Context: an optimization exercise on an open-source flow, tuned for a short achievable clock period and few clock cycles. The choices shown serve that exercise and are no tape-out recipe. In this exercise RTL edits were held to simulation tests only and were not proved equivalent to the original. Power figures rest on the tool's default switching activity, not on a simulated workload.

## flow/design.v

```verilog
module ccsds_tc_codec (
    input  wire        clk,
    input  wire        rst,
    input  wire        reg_wr,
    input  wire [3:0]  reg_addr,
    input  wire [31:0] reg_wdata,
    output reg  [31:0] reg_rdata,
    output wire        busy,
    output wire        mem_en,
    output wire        mem_we,
    output wire [15:0] mem_addr,
    output wire [7:0]  mem_wdata,
    input  wire [7:0]  mem_rdata
);
    localparam [3:0] A_CMD = 4'h0, A_STATUS = 4'h1, A_RESULT = 4'h2, A_PKT = 4'h3,
                     A_CAP = 4'h4, A_PLADDR = 4'h5, A_PLLEN = 4'h6, A_APID = 4'h7,
                     A_SEQ = 4'h8, A_FUNC = 4'h9, A_DAPID = 4'hA, A_DSEQ = 4'hB,
                     A_DLEN = 4'hC, A_DFUNC = 4'hD;
    localparam [3:0] E_NULL = 4'd1, E_SMALL = 4'd2, E_OVF = 4'd3, E_CSUM = 4'd4,
                     E_ACCESS = 4'd5, E_ILLEGAL = 4'd6;
    reg [3:0]  st_err;
    reg        st_valid;
    reg [16:0] result;
    reg [31:0] pkt, cap, pladdr, pllen, arg_apid, arg_seq, arg_func;
    reg [10:0] dec_apid;
    reg [13:0] dec_seq;
    reg [16:0] dec_len;
    reg [6:0]  dec_func;
    reg [15:0] pk1, pk2, pk3, pk4, pk5, pk6, pk7;
    reg [16:0] pk8;
    reg        busy_q;
    reg        c_cs, c_get, c_set, c_clr, c_bld;   
    reg        c_load, c_val, c_dec;               
    reg        c_ill;                              
    reg [3:0]  fld;
    reg [15:0] val;
    reg [8:0]  ph;         
    reg        en_q, we_q;
    reg [15:0] addr_q;
    reg [7:0]  wa_q, wx_q;
    reg        rd_pend;    
    reg        we_pend;    
    reg [7:0]  hd0, hd1, hd2, hd3, hd4, hd6;
    reg [15:0] lfield;     
    reg [16:0] rem;        
    reg [16:0] tlen;
    reg [16:0] rsum;       
    reg        rng_bad;
    reg        b_bwd, b_hdr, b_ovf, b_plnull, b_pl0, b_plhi0;
    reg [32:0] b_tlen;
    reg [16:0] b_dsum, b_ssum;
    reg [15:0] srcp, dstp, bcnt;
    reg [2:0]  hidx;
    reg [7:0]  bacc;
    reg [7:0]  gl_lo;      
    reg        gl_c;       
    assign busy = busy_q;
    wire cmd_wr = reg_wr && !busy_q && (reg_addr == A_CMD);
    wire [3:0] w_f = reg_wdata[27:24];
    reg  [15:0] a0;
    always @(*) begin
        case (w_f)
            4'd4, 4'd5: a0 = pk2;
            4'd6:       a0 = pk5;
            4'd7, 4'd8: a0 = pk6;
            4'd9:       a0 = pk7;
            default:    a0 = pkt[15:0];
        endcase
    end
    assign mem_en    = en_q | cmd_wr;
    assign mem_we    = we_q;
    assign mem_addr  = addr_q;
    assign mem_wdata = (mem_rdata & wa_q) ^ wx_q;
    reg [31:0] rg0, rg1, rg2, rg3;
    always @(*) begin
        case (reg_addr[1:0])
            2'd0: begin rg0 = 32'd0;                     rg1 = cap;      rg2 = arg_seq;            rg3 = {15'd0, dec_len}; end
            2'd1: begin rg0 = {27'd0, st_valid, st_err}; rg1 = pladdr;   rg2 = arg_func;           rg3 = {25'd0, dec_func}; end
            2'd2: begin rg0 = {15'd0, result};           rg1 = pllen;    rg2 = {21'd0, dec_apid};  rg3 = 32'd0; end
            default: begin rg0 = pkt;                    rg1 = arg_apid; rg2 = {18'd0, dec_seq};   rg3 = 32'd0; end
        endcase
        case (reg_addr[3:2])
            2'd0:    reg_rdata = rg0;
            2'd1:    reg_rdata = rg1;
            2'd2:    reg_rdata = rg2;
            default: reg_rdata = rg3;
        endcase
    end
    reg       pkt0, pkt_hi0;
    reg [8:1] rng;
    wire       w_hi0 = (reg_wdata[31:16] == 16'd0);
    wire [8:1] w_rngv;
    genvar gk;
    generate
        for (gk = 1; gk <= 8; gk = gk + 1) begin : g_rng
            assign w_rngv[gk] = w_hi0 && ({1'b0, reg_wdata[15:0]} <= (17'd65536 - gk));
        end
    endgenerate
    reg fld_ok, w_rng;
    always @(*) begin
        case (fld)
            4'd0, 4'd1, 4'd2: fld_ok = rng[1];
            4'd3:             fld_ok = rng[2];
            4'd4:             fld_ok = rng[3];
            4'd5:             fld_ok = rng[4];
            4'd6:             fld_ok = rng[6];
            4'd7, 4'd8:       fld_ok = rng[7];
            default:          fld_ok = rng[8];
        endcase
        case (w_f)
            4'd0, 4'd1, 4'd2: w_rng = rng[1];
            4'd3:             w_rng = rng[2];
            4'd4:             w_rng = rng[3];
            4'd5:             w_rng = rng[4];
            4'd6:             w_rng = rng[6];
            4'd7, 4'd8:       w_rng = rng[7];
            default:          w_rng = rng[8];
        endcase
    end
    wire [7:0] w_op    = reg_wdata[31:24];
    wire       w_f9    = (w_f <= 4'd9);
    wire       w_set   = (w_op[7:4] == 4'h1) && w_f9;
    wire       w_get   = (w_op[7:4] == 4'h2) && w_f9;
    wire       w_cs    = (w_op == 8'h30) || (w_op == 8'h31) || (w_op == 8'h32) || (w_op == 8'h41);
    wire       w_clr   = (w_op == 8'h01);
    wire       w_bld   = (w_op == 8'h40);
    wire       w_ill   = !(w_set || w_get || w_cs || w_clr || w_bld) ||
                         (reg_wdata[23:16] != 8'd0) ||
                         (!w_set && (reg_wdata[15:0] != 16'd0));
    wire w_set_ok = w_set && (reg_wdata[23:16] == 8'd0) && !pkt0 && w_rng;
    wire w_clr_ok = w_clr && !w_ill && !pkt0 && rng[8];
    wire        b_small  = b_tlen > {1'b0, cap};
    wire        b_dst_ok = pkt_hi0 && (b_dsum <= 17'd65528);
    wire        b_src_ok = b_pl0 || (b_plhi0 && (b_ssum <= 17'd65536));
    wire        b_fail   = b_small || b_ovf || b_plnull || !b_dst_ok || !b_src_ok;
    wire [3:0]  b_err    = b_small ? E_SMALL : b_ovf ? E_OVF : b_plnull ? E_NULL : E_ACCESS;
    wire [15:0] b_n      = pllen[15:0];
    wire [15:0] b_len = b_n + 16'd1;
    wire [7:0]  hb0 = {5'b00011, arg_apid[10:8]};
    wire [7:0]  hb1 = arg_apid[7:0];
    wire [7:0]  hb2 = {2'b11, arg_seq[13:8]};
    wire [7:0]  hb3 = arg_seq[7:0];
    wire [7:0]  hb4 = b_len[15:8];
    wire [7:0]  hb5 = b_len[7:0];
    wire [7:0]  hb6 = {1'b0, arg_func[6:0]};
    wire [7:0]  hbx = hb0 ^ hb1 ^ hb2 ^ hb3 ^ hb4 ^ hb5 ^ hb6;
    reg  [7:0]  hbn;       
    always @(*) begin
        case (hidx)
            3'd0: hbn = hb0;
            3'd1: hbn = hb1;
            3'd2: hbn = hb2;
            3'd3: hbn = hb3;
            3'd4: hbn = hb4;
            3'd5: hbn = hb5;
            3'd6: hbn = hb6;
            default: hbn = hbx ^ bacc;
        endcase
    end
    reg [7:0] s_a, s_x;
    wire [15:0] w_val = reg_wdata[15:0];
    wire [7:0]  w_ls  = w_val[7:0] - 8'd7;
    always @(*) begin
        case (w_f)
            4'd0:    begin s_a = 8'h1F; s_x = {w_val[2:0], 5'd0}; end
            4'd1:    begin s_a = 8'hEF; s_x = {3'd0, w_val[0], 4'd0}; end
            4'd2:    begin s_a = 8'hF7; s_x = {4'd0, w_val[0], 3'd0}; end
            4'd3:    begin s_a = 8'hF8; s_x = {5'd0, w_val[10:8]}; end
            4'd4:    begin s_a = 8'h3F; s_x = {w_val[1:0], 6'd0}; end
            4'd5:    begin s_a = 8'hC0; s_x = {2'd0, w_val[13:8]}; end
            4'd6:    begin s_a = 8'h00; s_x = w_ls; end
            4'd7:    begin s_a = 8'h7F; s_x = {w_val[0], 7'd0}; end
            4'd8:    begin s_a = 8'h80; s_x = {1'b0, w_val[6:0]}; end
            default: begin s_a = 8'h00; s_x = w_val[7:0]; end
        endcase
    end
    reg [16:0] get1;
    always @(*) begin
        case (fld)
            4'd0:    get1 = {14'd0, mem_rdata[7:5]};
            4'd1:    get1 = {16'd0, mem_rdata[4]};
            4'd2:    get1 = {16'd0, mem_rdata[3]};
            4'd4:    get1 = {15'd0, mem_rdata[7:6]};
            4'd7:    get1 = {16'd0, mem_rdata[7]};
            4'd8:    get1 = {10'd0, mem_rdata[6:0]};
            default: get1 = {9'd0, mem_rdata};
        endcase
    end
    wire f2 = (fld == 4'd3) || (fld == 4'd5) || (fld == 4'd6);    
    wire [7:0] csum = wx_q ^ mem_rdata;
    task automatic finish(input [3:0] e, input v, input [16:0] r);
        begin
            st_err   <= e;
            st_valid <= v;
            result   <= r;
            busy_q   <= 1'b0;
            en_q     <= 1'b0;
            we_q     <= 1'b0;
            addr_q   <= pkt[15:0];
        end
    endtask
    task automatic dec_clear;
        begin
            dec_apid <= 11'd0;
            dec_seq  <= 14'd0;
            dec_len  <= 17'd0;
            dec_func <= 7'd0;
        end
    endtask
    always @(posedge clk) begin
        rd_pend <= busy_q ? (en_q & ~we_q) : cmd_wr;
        if (rst) begin
            busy_q   <= 1'b0;
            en_q     <= 1'b0;
            we_q     <= 1'b0;
            addr_q   <= 16'd0;
            st_err   <= 4'd0;
            st_valid <= 1'b0;
            result   <= 17'd0;
            pkt      <= 32'd0;
            pkt0     <= 1'b1;
            pkt_hi0  <= 1'b1;
            rng      <= 8'hFF;
            pk1      <= 16'd1;
            pk2      <= 16'd2;
            pk3      <= 16'd3;
            pk4      <= 16'd4;
            pk5      <= 16'd5;
            pk6      <= 16'd6;
            pk7      <= 16'd7;
            pk8      <= 17'd8;
            cap      <= 32'd0;
            pladdr   <= 32'd0;
            pllen    <= 32'd0;
            arg_apid <= 32'd0;
            arg_seq  <= 32'd0;
            arg_func <= 32'd0;
            dec_apid <= 11'd0;
            dec_seq  <= 14'd0;
            dec_len  <= 17'd0;
            dec_func <= 7'd0;
        end else if (!busy_q) begin
            if (reg_wr) begin
                case (reg_addr)
                    A_PKT: begin
                        pkt <= reg_wdata;
                        addr_q  <= reg_wdata[15:0];
                        pkt0    <= (reg_wdata == 32'd0);
                        pkt_hi0 <= w_hi0;
                        rng     <= w_rngv;
                        pk1 <= reg_wdata[15:0] + 16'd1;
                        pk2 <= reg_wdata[15:0] + 16'd2;
                        pk3 <= reg_wdata[15:0] + 16'd3;
                        pk4 <= reg_wdata[15:0] + 16'd4;
                        pk5 <= reg_wdata[15:0] + 16'd5;
                        pk6 <= reg_wdata[15:0] + 16'd6;
                        pk7 <= reg_wdata[15:0] + 16'd7;
                        pk8 <= {1'b0, reg_wdata[15:0]} + 17'd8;
                    end
                    A_CAP:    cap      <= reg_wdata;
                    A_PLADDR: pladdr   <= reg_wdata;
                    A_PLLEN:  pllen    <= reg_wdata;
                    A_APID:   arg_apid <= reg_wdata;
                    A_SEQ:    arg_seq  <= reg_wdata;
                    A_FUNC:   arg_func <= reg_wdata;
                    default: ;
                endcase
            end
            if (cmd_wr) begin
                busy_q <= 1'b1;
                ph     <= ((w_get && w_f >= 4'd4) ||
                           (w_set && (w_f == 4'd4 || w_f == 4'd5 || w_f == 4'd7 || w_f == 4'd8)))
                          ? 9'd1 : 9'd2;
                c_cs   <= w_cs;
                c_get  <= w_get;
                c_set  <= w_set;
                c_clr  <= w_clr;
                c_bld  <= w_bld;
                c_load <= (w_op == 8'h31);
                c_val  <= (w_op == 8'h32);
                c_dec  <= (w_op == 8'h41);
                c_ill  <= w_ill;
                fld    <= w_f;
                val    <= w_val;
                we_pend <= w_set_ok;
                wa_q   <= 8'hFF;
                wx_q   <= w_cs ? 8'hFF : 8'h00;    
                en_q   <= w_cs || w_bld || w_get && (w_f >= 4'd3) || w_set_ok || w_clr_ok;
                we_q   <= (w_set_ok && !(w_f == 4'd4 || w_f == 4'd5 || w_f == 4'd7 || w_f == 4'd8)) ||
                          w_clr_ok;
                addr_q <= a0;
                if (w_f == 4'd3)
                    addr_q <= pk1;
                if (w_cs)
                    addr_q <= pk4;
                if (w_set) begin
                    addr_q <= a0;
                    wa_q   <= s_a;
                    wx_q   <= s_x;
                end
                if (w_clr) begin
                    addr_q <= pkt[15:0];
                    wa_q   <= 8'h00;
                end
                if (w_bld)
                    addr_q <= pladdr[15:0];    
                b_tlen   <= {1'b0, pllen} + 33'd8;
                b_ovf    <= (pllen > 32'd65527);
                b_plnull <= (pllen != 32'd0) && (pladdr == 32'd0);
                b_pl0    <= (pllen == 32'd0);
                b_plhi0  <= (pladdr[31:16] == 16'd0);
                b_dsum   <= {1'b0, pkt[15:0]} + {1'b0, pllen[15:0]};
                b_ssum   <= {1'b0, pladdr[15:0]} + {1'b0, pllen[15:0]};
                b_bwd    <= ({1'b0, pladdr[15:0]} < pk8);
                srcp     <= pladdr[15:0] + 16'd1;
                dstp     <= pk8[15:0] + 16'd1;
                bacc     <= 8'hFF;
                bcnt     <= b_n;
                hidx     <= 3'd1;
                b_hdr    <= 1'b0;
            end
        end else begin
            ph <= {ph[8] | ph[7], ph[6:0], 1'b0};
            if (!(c_cs || c_get || c_set || c_clr || c_bld))
                finish(E_ILLEGAL, 1'b0, 17'd0);
            if (c_cs) begin
                if (rd_pend)
                    wx_q <= csum;
                case (1'b1)
                    ph[1]: hd0 <= mem_rdata;
                    ph[2]: hd4 <= mem_rdata;
                    ph[4]: hd1 <= mem_rdata;
                    ph[5]: hd2 <= mem_rdata;
                    ph[6]: hd3 <= mem_rdata;
                    ph[7]: hd6 <= mem_rdata;
                    default: ;
                endcase
                case (1'b1)
                    ph[1]: begin
                        addr_q <= pk5;
                        if (c_ill)
                            finish(E_ILLEGAL, 1'b0, 17'd0);
                        else if (pkt0 || !rng[6]) begin
                            finish(pkt0 ? E_NULL : E_ACCESS, 1'b0, 17'd0);
                            if (c_dec) dec_clear;
                        end
                    end
                    ph[2]: addr_q <= pk1;
                    ph[3]: begin
                        lfield <= {hd4, mem_rdata};
                        addr_q <= pk2;
                    end
                    ph[4]: begin
                        tlen   <= {1'b0, lfield} + 17'd7;
                        rsum   <= {1'b0, pkt[15:0]} + {1'b0, lfield};
                        rem    <= (c_load && lfield != 16'd0) ? {1'b0, lfield} - 17'd1
                                                              : {1'b0, lfield};
                        addr_q <= pk3;
                    end
                    ph[5]: begin
                        rng_bad <= !pkt_hi0 ||
                                   (rsum > ((c_load && tlen == 17'd7) ? 17'd65528 : 17'd65529));
                        addr_q  <= pk6;
                    end
                    ph[6]: begin
                        if (rem == 17'd0) begin
                            en_q   <= c_load;
                            we_q   <= c_load;
                            addr_q <= pk7;
                        end else
                            addr_q <= c_load ? pk8[15:0] : pk7;
                        if (rng_bad) begin
                            finish(E_ACCESS, 1'b0, 17'd0);
                            if (c_dec) dec_clear;
                        end
                    end
                    default: begin
                        if (en_q && !we_q) begin
                            rem <= rem - 17'd1;
                            if (rem == 17'd1) begin
                                en_q   <= c_load;
                                we_q   <= c_load;
                                addr_q <= pk7;
                            end else
                                addr_q <= addr_q + 16'd1;
                        end else begin
                            if (c_load || !c_val && !c_dec)
                                finish(4'd0, 1'b0, {9'd0, csum});
                            else if (csum == 8'd0)
                                finish(4'd0, 1'b1, 17'd1);
                            else
                                finish(E_CSUM, 1'b0, 17'd0);
                            if (c_dec) begin
                                if (csum == 8'd0) begin
                                    dec_apid <= {hd0[2:0], hd1};
                                    dec_seq  <= {hd2[5:0], hd3};
                                    dec_len  <= tlen;
                                    dec_func <= (ph[7]) ? mem_rdata[6:0] : hd6[6:0];
                                end else
                                    dec_clear;
                            end
                        end
                    end
                endcase
            end
            if (c_get) begin
                if (ph[0]) begin
                    en_q   <= (fld == 4'd5) || (fld == 4'd6);
                    addr_q <= (fld == 4'd5) ? pk3 : pk4;
                end else if (ph[1]) begin
                    gl_lo <= mem_rdata + 8'd7;
                    gl_c  <= (mem_rdata > 8'd248);
                    if (fld == 4'd3 || fld == 4'd5)
                        gl_lo <= mem_rdata;
                    en_q <= 1'b0;
                    if (c_ill)
                        finish(E_ILLEGAL, 1'b0, 17'd0);
                    else if (pkt0)
                        finish(E_NULL, 1'b0, 17'd0);
                    else if (!fld_ok)
                        finish(E_ACCESS, 1'b0, 17'd0);
                    else if (!f2)
                        finish(4'd0, 1'b0, get1);
                end else begin
                    case (fld)
                        4'd3:    finish(4'd0, 1'b0, {6'd0, gl_lo[2:0], mem_rdata});
                        4'd5:    finish(4'd0, 1'b0, {3'd0, gl_lo[5:0], mem_rdata});
                        default: finish(4'd0, 1'b0, {{1'b0, mem_rdata} + {8'd0, gl_c}, gl_lo});
                    endcase
                end
            end
            if (c_set) begin
                if (ph[0]) begin
                    en_q <= we_pend;
                    we_q <= we_pend;
                end else if (ph[1]) begin
                    wa_q <= 8'h00;
                    case (fld)
                        4'd3:    begin addr_q <= pk1; wx_q <= val[7:0]; end
                        4'd5:    begin addr_q <= pk3; wx_q <= val[7:0]; end
                        default: begin addr_q <= pk4; wx_q <= val[15:8] - {7'd0, val[7:0] < 8'd7}; end
                    endcase
                    if (c_ill)
                        finish(E_ILLEGAL, 1'b0, 17'd0);
                    else if (pkt0)
                        finish(E_NULL, 1'b0, 17'd0);
                    else if (!fld_ok)
                        finish(E_ACCESS, 1'b0, 17'd0);
                    else if (!f2)
                        finish(4'd0, 1'b0, 17'd0);
                end else
                    finish(4'd0, 1'b0, 17'd0);
            end
            if (c_clr) begin
                addr_q <= addr_q + 16'd1;
                wx_q   <= (ph[2]) ? 8'hC0 : 8'h00;
                if (ph[1]) begin
                    if (c_ill)
                        finish(E_ILLEGAL, 1'b0, 17'd0);
                    else if (pkt0)
                        finish(E_NULL, 1'b0, 17'd0);
                    else if (!rng[8])
                        finish(E_ACCESS, 1'b0, 17'd0);
                end else if (ph[8])
                    finish(4'd0, 1'b0, 17'd0);
            end
            if (c_bld) begin
                if (ph[1]) begin
                    if (c_ill)
                        finish(E_ILLEGAL, 1'b0, 17'd0);
                    else if (pkt0)
                        finish(E_NULL, 1'b0, 17'd0);
                    else if (b_fail)
                        finish(b_err, 1'b0, 17'd0);
                    else if (b_pl0) begin
                        we_q   <= 1'b1;
                        addr_q <= pkt[15:0];
                        wa_q   <= 8'h00;
                        wx_q   <= hb0;
                        b_hdr  <= 1'b1;
                    end else if (!b_bwd) begin
                        we_q   <= 1'b1;
                        addr_q <= pk8[15:0];
                    end else begin
                        addr_q <= pladdr[15:0] + b_n - 16'd1;
                        srcp   <= pladdr[15:0] + b_n - 16'd2;
                        dstp   <= b_dsum[15:0] + 16'd7;
                    end
                end else if (b_hdr) begin
                    if (hidx == 3'd0)
                        finish(4'd0, 1'b0, b_tlen[16:0]);
                    else begin
                        addr_q <= addr_q + 16'd1;
                        wx_q   <= hbn;
                        hidx   <= hidx + 3'd1;
                    end
                end else if (we_q) begin
                    bacc <= bacc ^ mem_rdata;
                    bcnt <= bcnt - 16'd1;
                    if (bcnt == 16'd1) begin
                        b_hdr  <= 1'b1;
                        addr_q <= pkt[15:0];
                        wa_q   <= 8'h00;
                        wx_q   <= hb0;
                    end else begin
                        we_q   <= 1'b0;
                        addr_q <= srcp;
                        srcp   <= b_bwd ? srcp - 16'd1 : srcp + 16'd1;
                    end
                end else begin
                    we_q   <= 1'b1;
                    addr_q <= dstp;
                    dstp   <= b_bwd ? dstp - 16'd1 : dstp + 16'd1;
                end
            end
        end
    end
endmodule
```

## flow/run.sh

```bash
#!/bin/bash
# synth_recipe.tcl (not shown) runs the flow's synth.tcl, then flattens the netlist and writes it again
# the make line also repeats each setting of config.mk as NAME=value (left out here)
make -C /OpenROAD-flow-scripts/flow DESIGN_CONFIG=/design/flow/config.mk WORK_HOME=/design/flow/orfs CLKGATE_MAP_FILE= SYNTH_SCRIPT=/design/flow/synth_recipe.tcl finish
```

## flow/config.mk

```make
export PLATFORM = sky130hd
export DESIGN_NAME = ccsds_tc_codec
export DESIGN_NICKNAME = ccsds_tc_codec
export VERILOG_FILES = /design/flow/design.v
export SDC_FILE = /design/flow/constraint.sdc
export NUM_CORES = 4
export LEC_CHECK = 0
export ABC_CLOCK_PERIOD_IN_PS = 1000
export CAP_MARGIN = 30
export CORE_MARGIN = 2
export CORE_UTILIZATION = 35
export SETUP_SLACK_MARGIN = 5.0
export SLEW_MARGIN = 40
export TNS_END_PERCENT = 100
```

## flow/constraint.sdc

```tcl
create_clock -name core_clock -period 9.0 [get_ports {clk}]
set_input_delay 1.8000 -clock core_clock [delete_from_list [all_inputs] [get_ports {clk}]]
set_output_delay 1.8000 -clock core_clock [all_outputs]
set_load 0.01 [all_outputs]
```

==> summary.txt <==
vias in the first global route 44.9k; Setup TNS 0 ns; I/O pins around 110; CP required 7.20 ns; Residual DRC 0; unrepaired setup endpoints after global routing yes; leakage 19.5 nW; Cell Area, Synth ~48000 um2; total chip power ~8.2 mW; final setup violation count 0; synthesized net count 5965; Clock Latency Late Sink ~0.75 ns; crit-path cells buf_16 > buf_6 > mux4_2 > mux4_2 > buf_6; area leader, netlist edfxtp_1; Yosys warnings 1; measured slew at the worst slew-check pin 0.907 ns; First DRT Iteration DRCs 7591; type of the tightest min-delay check flip-flop to flip-flop; clock buffer depth 3; Power Density approximately 140 nW/um2; leading post-synthesis cells by cell area edfxtp_1 19%, dfxtp_1 18%, nand2_1 7.4%; CP max FO 6; status complete, no violations; Cells after DPL 7342; commonest cells in the netlist 944 x nand2_1, 523 x a21oi_1, 507 x nor2_1; CTS tree yes; Max Slew Vio Count 0; Register-to-Register Path Depth 13; post-route minimum period 5.09 ns; Post-Route WL 237 mm; Final GP Congestion 1.05; NumNets Final 6026; flops & latches, synth ~740; Netlist cell types 119; Die H 373 um; Arrival @ worst endpoint 3.29 ns; Starting Density 0.353; fraction of layout instances using a drive strength above 1 0.142; Critical Path Slowest Stage Cell mux4_2; chip width 373 um; CP peak stage delay ~0.55 ns; global-route wire length before repair roughly 330 mm; core footprint 135000 um2; VDD IR-drop max 0.000132 V; FMAX approximately 0.20 GHz; Setup CP Type input pin to output pin; Final Skew about 0.04 ns; via/cell ratio 6.42; number of synthesized flops with an enable pin 304; dpl hpwl roughly 160 mm; PortBufs 105; Layout Cells excl Fill 7673; clk slew on worst S/H paths 0.06 ns; slew margin rel. 0.393; ANT nets after route 0; CP Capture Type output pin; Max-cap violations 0; Final Core Density 0.418; GRT overflow 0; Syn Area/Cell 8.32 um2; Max H-tree Level 3; Overall Global Routing Usage 0.324; drt first pass iters 11; ys async rst share 0; most frequent cell after synthesis nand2_1; Post-Syn Instances 5746; Hold Path Cell Cnt 0; crit path launch type input pin; via count 49.3k; Rows 135; Die ar. between 100000 and 150000 um2; crit share post-route 0.566; pin count of the biggest net entering global routing around 140; CTS Hold Bufs 0; final hold vios 0; CTS buffer count 85; post-synthesis sequential area ratio 0.375; area added between synthesis and finish 18.4%; CTS sink count about 740; root buffer cell clkbuf_16; area share of the largest cell type after synthesis 0.191; Final Hold Slack 0.418 ns; initial antenna violation count 15; detailed-route wire length per cell around 31 um; main flop type after synthesis dfxtp_1
## registers in the layout, indices dropped and copies added (netlist names), 29 cells and up
name	flops
arg_seq	32
arg_apid	32
pllen	32
cap	32
pkt	29
pladdr	32
arg_func	32
b_tlen	33
## metrics by stage
stage	setup slack, ns	cell area (um2)
after floorplan	4.27	48200
after global placement	1.93	50800
after detailed placement	2.37	50900
after CTS	3.92	55600
after global routing	3.90	56600
final	3.91	56600
## report_power, final
group          internal, mW  switching, mW
clock network          2.03           1.61
logic                 0.327          0.599
registers              3.54         0.0783
## cells by family after synthesis
logic type / count (synthesis) / share of synthesized area
AOI/OAI and AO/OA: 1593 / 0.220
xor gates and xnor gates: 395 / 0.0731
adders and majority gates: 172 / 0.0458
buffers and inverters: 602 / 0.0499
DFF: 743 / 0.375
muxes: 113 / 0.0347
and+or+nand+nor: 2128 / 0.201
## routing by layer
| metal | part of all wire | vias to the layer above | wire, um | GRT usage |
|---|---|---|---|---|
| li1 | - | 21082 | - | - |
| met1 | 0.38 | 23832 | 90800 | 0.416 |
| met2 | 0.42 | 3514 | 98400 | 0.475 |
| met3 | 0.12 | 826 | 28700 | 0.0910 |
| met4 | 0.078 | 16 | 18400 | 0.208 |
| met5 | 0.00050 | - | 118 | 0 |
## layout make-up
cell class | count | area, um2
Antenna cell | 14 | 35.0
Clock buffer | 114 | 2420
Clock inverter | 44 | 422
Fill cell | 13470 | 78900
Inverter | 150 | 586
Multi-Input combinational cell | 4403 | 28700
Sequential cell | 743 | 17900
Tap cell | 1781 | 2230
Timing Repair Buffer | 424 | 4240
## placed cells by master (no fill, tap or decap), drive strengths merged, types with 52 or more instances in the layout
cell,netlist,layout
nor3,106,106
xnor2,277,277
buf,72,372
xor2,116,116
a21oi,525,525
inv,147,151
dfxtp,439,439
o211ai,56,56
or3,55,55
a221oi,54,54
nor2,508,509
a211oi,120,120
edfxtp,304,304
a31oi,52,52
o21ai,253,253
nand3,135,135
nand2,944,944
clkbuf,379,122
nor4,72,72
nand4,55,55
ha,167,167
a22oi,134,134
## critical path: cells and delay by family
kind                   cells  cell delay, ns
buffers and inverters      3            0.38
multiplexers               2            1.09
## path summary, 6_finish.rpt
kind,startpoint,to,slack (ns)
worst max-delay path,reg_addr[0],reg_rdata[1],3.91
worst min-delay path,hd4[1]$_DFFE_PP_,lfield[9]$_DFFE_PP_,0.42
worst max register to register,cap[11]$_SDFFE_PP0P_,addr_q[3]$_SDFFE_PP0P_,5.03
worst min register to register,hd4[1]$_DFFE_PP_,lfield[9]$_DFFE_PP_,0.42
## timing repair
| action | in CTS | in global routing |
|---|---|---|
| pin swaps | 53 | 51 |
| resized for setup | 438 | 122 |
| endpoints found under the setup margin | 326 | 194 |
| setup buffers | 89 | 53 |
| gates cloned | 12 | 5 |
Testbench counts, summed over its fixed seeds: cycles 341,306.

## port drivers added, routing unchanged
Ports are ideal in the flow. The routed layout listed here was re-timed in OpenROAD.
Step 1, drivers: a clkbuf_16 drives clk and a buf_2 each remaining input, both assumed.
Step 2 moves the port delays by t, midway between the first and last clock arrival at a register: inputs arrive t later, outputs are due t later. That takes back most of the time a late clock gives input paths.
Three values: ideal ports, drivers, drivers and shift; two values: the first two.
t (ns): 0.803
setup slack, ns: 3.910 / 3.679 / 3.679
clock arrival spread, ns: 0.050 / 0.050
After both steps this run still meets setup and hold. The setup slack of this run moves by -0.231 ns with the drivers and by -0.231 ns with both steps.
